What follows belongs to an exercise in optimizing a design on an open flow for small area, a short achievable clock period and few clock cycles per item; a production flow would make more cautious choices. RTL that was checked went through simulation tests only; none was proved equivalent to the original.

==> violet <==
// snow3g_f9hash
module snow3g_f9hash (
    input  wire        clk,
    input  wire        rst,           
    input  wire        start_valid,
    output wire        start_ready,
    input  wire [63:0] p,
    input  wire [63:0] q,
    input  wire [31:0] z5,
    input  wire [15:0] len,           
    input  wire        blk_valid,
    output wire        blk_ready,
    input  wire [63:0] blk,
    output wire        res_valid,
    input  wire        res_ready,
    output wire [63:0] eval,
    output wire [31:0] maci
);
==> module snow3g_f9hash, before the edit <==
module snow3g_f9hash (
    input  wire        clk,
    input  wire        rst,           
    input  wire        start_valid,
    output wire        start_ready,
    input  wire [63:0] p,
    input  wire [63:0] q,
    input  wire [31:0] z5,
    input  wire [15:0] len,           
    input  wire        blk_valid,
    output wire        blk_ready,
    input  wire [63:0] blk,
    output wire        res_valid,
    input  wire        res_ready,
    output wire [63:0] eval,
    output wire [31:0] maci
);
    localparam [2:0] ST_IDLE = 3'd0;    
    localparam [2:0] ST_BLK  = 3'd1;    
    localparam [2:0] ST_FIN1 = 3'd2;    
    localparam [2:0] ST_FIN2 = 3'd3;    
    localparam [2:0] ST_FIN  = 3'd4;    
    function [63:0] gf_sq(input [63:0] a);
        reg [127:0] t;
        integer i;
        begin
            t = 128'd0;
            for (i = 0; i < 64; i = i + 1)
                t[2 * i] = a[i];
            for (i = 126; i >= 64; i = i - 1)
                if (t[i])
                    t[i - 64 +: 5] = t[i - 64 +: 5] ^ 5'h1B;
            gf_sq = t[63:0];
        end
    endfunction
    reg [2:0]   state;
    reg [63:0]  x;              
    reg [63:0]  k_r;            
    reg [278:0] mid;            
    reg [63:0]  p_r, q_r;
    reg [31:0]  z5_r;
    reg [15:0]  len_r;
    reg [10:0]  blocks_left;    
    reg         need;           
    reg         slot;           
    reg         fresh1, fresh2; 
    reg         ev;             
    reg         rv;             
    reg [63:0]  eval_r;
    reg [31:0]  maci_r;
    wire [278:0] mid_n;
    wire [63:0]  prod;
    gf64mul_s1 u_s1 (.a(x), .b(k_r), .m(mid_n));
    gf64mul_s2 u_s2 (.m(mid), .r(prod));
    wire [63:0] prod_c = (fresh1 | fresh2) ? 64'd0 : prod;
    wire [63:0] p_sq   = gf_sq(p_r);
    wire [10:0] n_blocks = {1'b0, len[15:6]} + {10'd0, |len[5:0]};
    wire        last_blk = (blocks_left == 11'd1);
    wire [5:0]  tail     = len_r[5:0];
    wire [63:0] tailmask = (tail == 6'd0) ? {64{1'b1}} : ~({64{1'b1}} >> tail);
    wire [63:0] blk_m    = last_blk ? (blk & tailmask) : blk;
    wire go = (state == ST_FIN) && !rv;
    assign start_ready = (state == ST_IDLE) || go;
    assign blk_ready   = (state == ST_BLK) && (slot == need);
    assign res_valid   = rv;
    assign eval        = eval_r;
    assign maci        = maci_r;
    wire take_start = start_valid && start_ready;
    wire take_blk   = blk_valid && blk_ready;
    always @(posedge clk) begin
        mid <= mid_n;
        slot   <= ~slot;
        fresh1 <= 1'b0;
        fresh2 <= fresh1;
        if (rst) begin
            state <= ST_IDLE;
            rv    <= 1'b0;
            ev    <= 1'b0;
        end else begin
            if (rv && res_ready)
                rv <= 1'b0;
            ev <= go;
            if (ev) begin
                eval_r <= prod;
                maci_r <= prod[63:32] ^ maci_r;
                rv     <= 1'b1;
            end
            case (state)
                ST_BLK: begin
                    if (take_blk) begin
                        x           <= prod_c ^ blk_m;
                        k_r         <= last_blk ? p_r : p_sq;
                        need        <= ~need;
                        blocks_left <= blocks_left - 11'd1;
                        if (last_blk)
                            state <= ST_FIN1;
                    end else begin
                        x   <= prod_c;
                        k_r <= 64'd1;
                    end
                end
                ST_FIN1: begin
                    x     <= prod_c ^ {48'd0, len_r};
                    k_r   <= 64'd1;
                    state <= ST_FIN2;
                end
                ST_FIN2: begin
                    x     <= prod_c ^ x;
                    k_r   <= q_r;
                    state <= ST_FIN;
                end
                ST_FIN: begin
                    if (!rv) begin
                        maci_r <= z5_r;
                        state  <= ST_IDLE;
                    end
                end
                default: ;
            endcase
            if (take_start) begin
                p_r         <= p;
                q_r         <= q;
                z5_r        <= z5;
                len_r       <= len;
                blocks_left <= n_blocks;
                need        <= 1'b0;
                slot        <= 1'b0;
                fresh1      <= 1'b1;
                state       <= (n_blocks == 11'd0) ? ST_FIN1 : ST_BLK;
            end
        end
    end
endmodule
Settings: LEC_CHECK=0, CAP_MARGIN=20, CORE_MARGIN=2, CORE_UTILIZATION=40, PLACE_DENSITY=0.6, SLEW_MARGIN=20; clock period 5.0 ns.
run.sh (not shown) runs the stock make flow with config.mk's settings and CLKGATE_MAP_FILE= SYNTH_SCRIPT=/design/flow/synth_recipe.tcl, a recipe that flattens the netlist after the stock synthesis.
==> inputs of juniper, as changes to violet <==
--- a/flow/design.v
+++ b/flow/design.v
@@ -21,3 +21,4 @@
     localparam [2:0] ST_FIN2 = 3'd3;    
-    localparam [2:0] ST_FIN  = 3'd4;    
+    localparam [2:0] ST_FW0  = 3'd4;    
+    localparam [2:0] ST_FW1  = 3'd5;    
     function [63:0] gf_sq(input [63:0] a);
@@ -46,6 +47,6 @@
     reg         fresh1, fresh2; 
-    reg         ev;             
+    reg         ev1, ev;        
     reg         rv;             
     reg [63:0]  eval_r;
-    reg [31:0]  maci_r;
+    reg [31:0]  z5_o;           
     wire [278:0] mid_n;
@@ -57,3 +58,3 @@
     wire [10:0] n_blocks = {1'b0, len[15:6]} + {10'd0, |len[5:0]};
-    wire        last_blk = (blocks_left == 11'd1);
+    reg         last_blk;       
     wire [5:0]  tail     = len_r[5:0];
@@ -61,60 +62,68 @@
     wire [63:0] blk_m    = last_blk ? (blk & tailmask) : blk;
-    wire go = (state == ST_FIN) && !rv;
-    assign start_ready = (state == ST_IDLE) || go;
-    assign blk_ready   = (state == ST_BLK) && (slot == need);
+    reg sr_r, br_r;
+    wire go = sr_r && (state != ST_IDLE);    
+    assign start_ready = sr_r;
+    assign blk_ready   = br_r;
     assign res_valid   = rv;
     assign eval        = eval_r;
-    assign maci        = maci_r;
-    wire take_start = start_valid && start_ready;
-    wire take_blk   = blk_valid && blk_ready;
+    assign maci        = eval_r[63:32] ^ z5_o;
+    wire take_start = start_valid && sr_r;
+    wire take_blk   = blk_valid && br_r;
+    reg [2:0] state_n;
+    reg       rv_n, ev1_n, ev_n, slot_n, need_n;
+    always @* begin
+        case (state)
+            ST_BLK:  state_n = (take_blk && last_blk) ? ST_FIN1 : ST_BLK;
+            ST_FIN1: state_n = ST_FIN2;
+            ST_FIN2: state_n = go ? ST_IDLE : ST_FW0;
+            ST_FW0:  state_n = ST_FW1;
+            ST_FW1:  state_n = go ? ST_IDLE : ST_FW0;
+            default: state_n = ST_IDLE;
+        endcase
+        if (take_start)
+            state_n = (len == 16'd0) ? ST_FIN1 : ST_BLK;
+        rv_n   = ev || (rv && !res_ready);
+        ev1_n  = go;
+        ev_n   = ev1;
+        slot_n = take_start ? 1'b0 : ~slot;
+        need_n = take_start ? 1'b0 : (need ^ take_blk);
+        if (rst) begin
+            state_n = ST_IDLE;
+            rv_n    = 1'b0;
+            ev1_n   = 1'b0;
+            ev_n    = 1'b0;
+        end
+    end
+    wire sr_n = (state_n == ST_IDLE) ||
+                (((state_n == ST_FIN2) || (state_n == ST_FW1)) && !rv_n && !ev1_n && !ev_n);
+    wire br_n = (state_n == ST_BLK) && (slot_n == need_n);
+    wire [63:0] k_next = take_blk ? (last_blk ? p_r : p_sq) :
+                         go       ? q_r : 64'd1;
+    wire [63:0] x_add = (state == ST_BLK)  ? (take_blk ? blk_m : 64'd0) :
+                        (state == ST_FIN1) ? {48'd0, len_r} :
+                        (state == ST_FIN2) ? x : 64'd0;
     always @(posedge clk) begin
-        mid <= mid_n;
-        slot   <= ~slot;
-        fresh1 <= 1'b0;
+        mid    <= mid_n;
+        k_r    <= k_next;
+        x      <= prod_c ^ x_add;
+        state  <= state_n;
+        rv     <= rv_n;
+        ev1    <= ev1_n;
+        ev     <= ev_n;
+        slot   <= slot_n;
+        need   <= need_n;
+        sr_r   <= sr_n;
+        br_r   <= br_n;
+        fresh1 <= take_start && !rst;
         fresh2 <= fresh1;
-        if (rst) begin
-            state <= ST_IDLE;
-            rv    <= 1'b0;
-            ev    <= 1'b0;
-        end else begin
-            if (rv && res_ready)
-                rv <= 1'b0;
-            ev <= go;
+        if (!rst) begin
             if (ev) begin
                 eval_r <= prod;
-                maci_r <= prod[63:32] ^ maci_r;
-                rv     <= 1'b1;
             end
-            case (state)
-                ST_BLK: begin
-                    if (take_blk) begin
-                        x           <= prod_c ^ blk_m;
-                        k_r         <= last_blk ? p_r : p_sq;
-                        need        <= ~need;
-                        blocks_left <= blocks_left - 11'd1;
-                        if (last_blk)
-                            state <= ST_FIN1;
-                    end else begin
-                        x   <= prod_c;
-                        k_r <= 64'd1;
-                    end
-                end
-                ST_FIN1: begin
-                    x     <= prod_c ^ {48'd0, len_r};
-                    k_r   <= 64'd1;
-                    state <= ST_FIN2;
-                end
-                ST_FIN2: begin
-                    x     <= prod_c ^ x;
-                    k_r   <= q_r;
-                    state <= ST_FIN;
-                end
-                ST_FIN: begin
-                    if (!rv) begin
-                        maci_r <= z5_r;
-                        state  <= ST_IDLE;
-                    end
-                end
-                default: ;
-            endcase
+            if (go)
+                z5_o   <= z5_r;
+            if (take_blk) begin
+                blocks_left <= blocks_left - 11'd1;
+                last_blk    <= (blocks_left == 11'd2);
+            end
             if (take_start) begin
@@ -125,6 +134,3 @@
                 blocks_left <= n_blocks;
-                need        <= 1'b0;
-                slot        <= 1'b0;
-                fresh1      <= 1'b1;
-                state       <= (n_blocks == 11'd0) ? ST_FIN1 : ST_BLK;
+                last_blk    <= (n_blocks == 11'd1);
             end
==> flow/flow/run.sh (new file) <==
#!/bin/bash
# The standard layout (the standard.sh: ORFS with the standard synthesis),
# with one change: the buffers that buffer_ports puts on every input and output
# port are sky130_fd_sc_hd__buf_1 instead of the delay cell
# sky130_fd_sc_hd__clkdlybuf4s50_1 that the resizer picks by default.
# The full output of the make run goes to flow_make.log in the work folder;
# each ORFS step also keeps its own log under orfs/logs/.
set -euo pipefail
export BUFFER_PORTS_ARGS="-buffer_cell sky130_fd_sc_hd__buf_1"
bash standard.sh finish > flow_make.log 2>&1
==> flow/standard.sh (new file) <==
#!/bin/bash
# synth_recipe.tcl (not shown) runs the flow's synth.tcl, then flattens the netlist and writes it again
# the make line also repeats each setting of config.mk as NAME=value (left out here)
make -C /OpenROAD-flow-scripts/flow DESIGN_CONFIG=/design/flow/config.mk WORK_HOME=/design/flow/orfs CLKGATE_MAP_FILE= SYNTH_SCRIPT=/design/flow/synth_recipe.tcl "${@:-finish}"
Settings changed: CTS_CLUSTER_SIZE set to 30, SETUP_SLACK_MARGIN set to 2.25.
removed: flow/run.sh
==> inputs of ember, as changes to violet <==
--- a/flow/design.v
+++ b/flow/design.v
@@ -46,3 +46,3 @@
     reg         fresh1, fresh2; 
-    reg         ev;             
+    reg         ev1, ev;        
     reg         rv;             
@@ -61,3 +61,3 @@
     wire [63:0] blk_m    = last_blk ? (blk & tailmask) : blk;
-    wire go = (state == ST_FIN) && !rv;
+    wire go = ((state == ST_FIN2) || (state == ST_FIN)) && !rv && !ev1 && !ev;
     assign start_ready = (state == ST_IDLE) || go;
@@ -69,4 +69,8 @@
     wire take_blk   = blk_valid && blk_ready;
+    wire [63:0] k_next = (state != ST_BLK) ? q_r :
+                         !take_blk         ? 64'd1 :
+                         last_blk          ? p_r : p_sq;
     always @(posedge clk) begin
         mid <= mid_n;
+        k_r <= k_next;
         slot   <= ~slot;
@@ -77,2 +81,3 @@
             rv    <= 1'b0;
+            ev1   <= 1'b0;
             ev    <= 1'b0;
@@ -81,3 +86,4 @@
                 rv <= 1'b0;
-            ev <= go;
+            ev1 <= go;
+            ev  <= ev1;
             if (ev) begin
@@ -91,3 +97,2 @@
                         x           <= prod_c ^ blk_m;
-                        k_r         <= last_blk ? p_r : p_sq;
                         need        <= ~need;
@@ -98,3 +103,2 @@
                         x   <= prod_c;
-                        k_r <= 64'd1;
                     end
@@ -103,3 +107,2 @@
                     x     <= prod_c ^ {48'd0, len_r};
-                    k_r   <= 64'd1;
                     state <= ST_FIN2;
@@ -108,7 +111,10 @@
                     x     <= prod_c ^ x;
-                    k_r   <= q_r;
                     state <= ST_FIN;
+                    if (go) begin
+                        maci_r <= z5_r;
+                        state  <= ST_IDLE;
+                    end
                 end
                 ST_FIN: begin
-                    if (!rv) begin
+                    if (go) begin
                         maci_r <= z5_r;
Settings changed: SETUP_SLACK_MARGIN set to 2.5.
==> notes.md <==
| quantity | violet | ember | juniper |
|---|---|---|---|
| Result of the run | timing/DRC/antenna clean | timing/DRC/antenna clean | timing/DRC/antenna clean |
| Number of signal-net buffers in the layout | 643 | 1279 | 671 |
| Worst R2R Path Depth | 8 | 9 | 8 |
| Clock-cell share of area | 4.284% | 3.473% | 4.689% |
| Share of synthesized area spent on multiplexers | 0.3565% | 0.3784% | 0.06404% |
| Least-Margin Pin Slew | 1349 ps | 1302 ps | 1169 ps |
| Total detailed-routing wirelength | 231100 µm | 256600 µm | 232500 µm |
| Count of clock tree sinks | 699 | 700 | 703 |
| Finished Core Util | 47.53% | 59.23% | 49.04% |
| Wire length on met2 | 98140 µm | 108000 µm | 95830 µm |
| Slowest cell on the critical path | sky130_fd_sc_hd__xnor2_1 | sky130_fd_sc_hd__or3_4 | sky130_fd_sc_hd__xor3_1 |
| Data arrival time at the worst-slack endpoint | 4430 ps | 1980 ps | 3560 ps |
| Total Nets Final | 6827 | 7481 | 6763 |
| Worst clock skew on the final layout | 38.97 ps | 49.56 ps | 38.40 ps |
| Critical path start-end classification | reg2reg | reg2out | reg2reg |
| Placed cell areas | 0.06153 mm² | 0.06112 mm² | 0.05722 mm² |
| Met3 wirelength from detailed routing | 27550 µm | 31880 µm | 31310 µm |
| Number of storage elements in the synthesis netlist | 699 | 700 | 703 |
| Adder-cell share of the synthesized area | 0.09200% | 0.09287% | 0.09488% |
| Portion of the layout cell area used by non-clock buffers | 8.969% | 16.15% | 6.335% |
| TritonCTS Buffers | 82 | 83 | 83 |
Testbench counts of juniper, summed over its fixed seeds: cycles 1,921, blocks 1,787.
The RTL of violet and ember was laid out without a check of its function.

-- afterwards: timing with drivers on the ports --
In the flow no input, the clock included, has a driving cell. The finished layouts below were timed again as built, in two steps.
Step 1: set_driving_cell puts a clkbuf_16 on clk and a buf_2 on each other input, an assumption about the parent block.
Step 2 times the ports against the registers' clock, not the clock port: input delays grow and output delays shrink by t, the midpoint of the rising clock arrivals with the driver on.
Slacks: ideal ports / drivers / drivers and shift; pairs: ideal ports / drivers.
run | shift t [ns] | setup WS [ns] | clock arrival spread, ns
violet | 0.776 | 1.004 / 1.004 / 0.931 | 0.039 / 0.039
juniper | 0.809 | 2.093 / 2.093 / 1.694 | 0.038 / 0.038
ember | 0.786 | 2.021 / 1.935 / 1.599 | 0.050 / 0.051
After both steps setup and hold are still met in every run listed. The setup slack of ember, which loses most, moves by -0.086 ns with the drivers and by -0.422 ns with both steps.
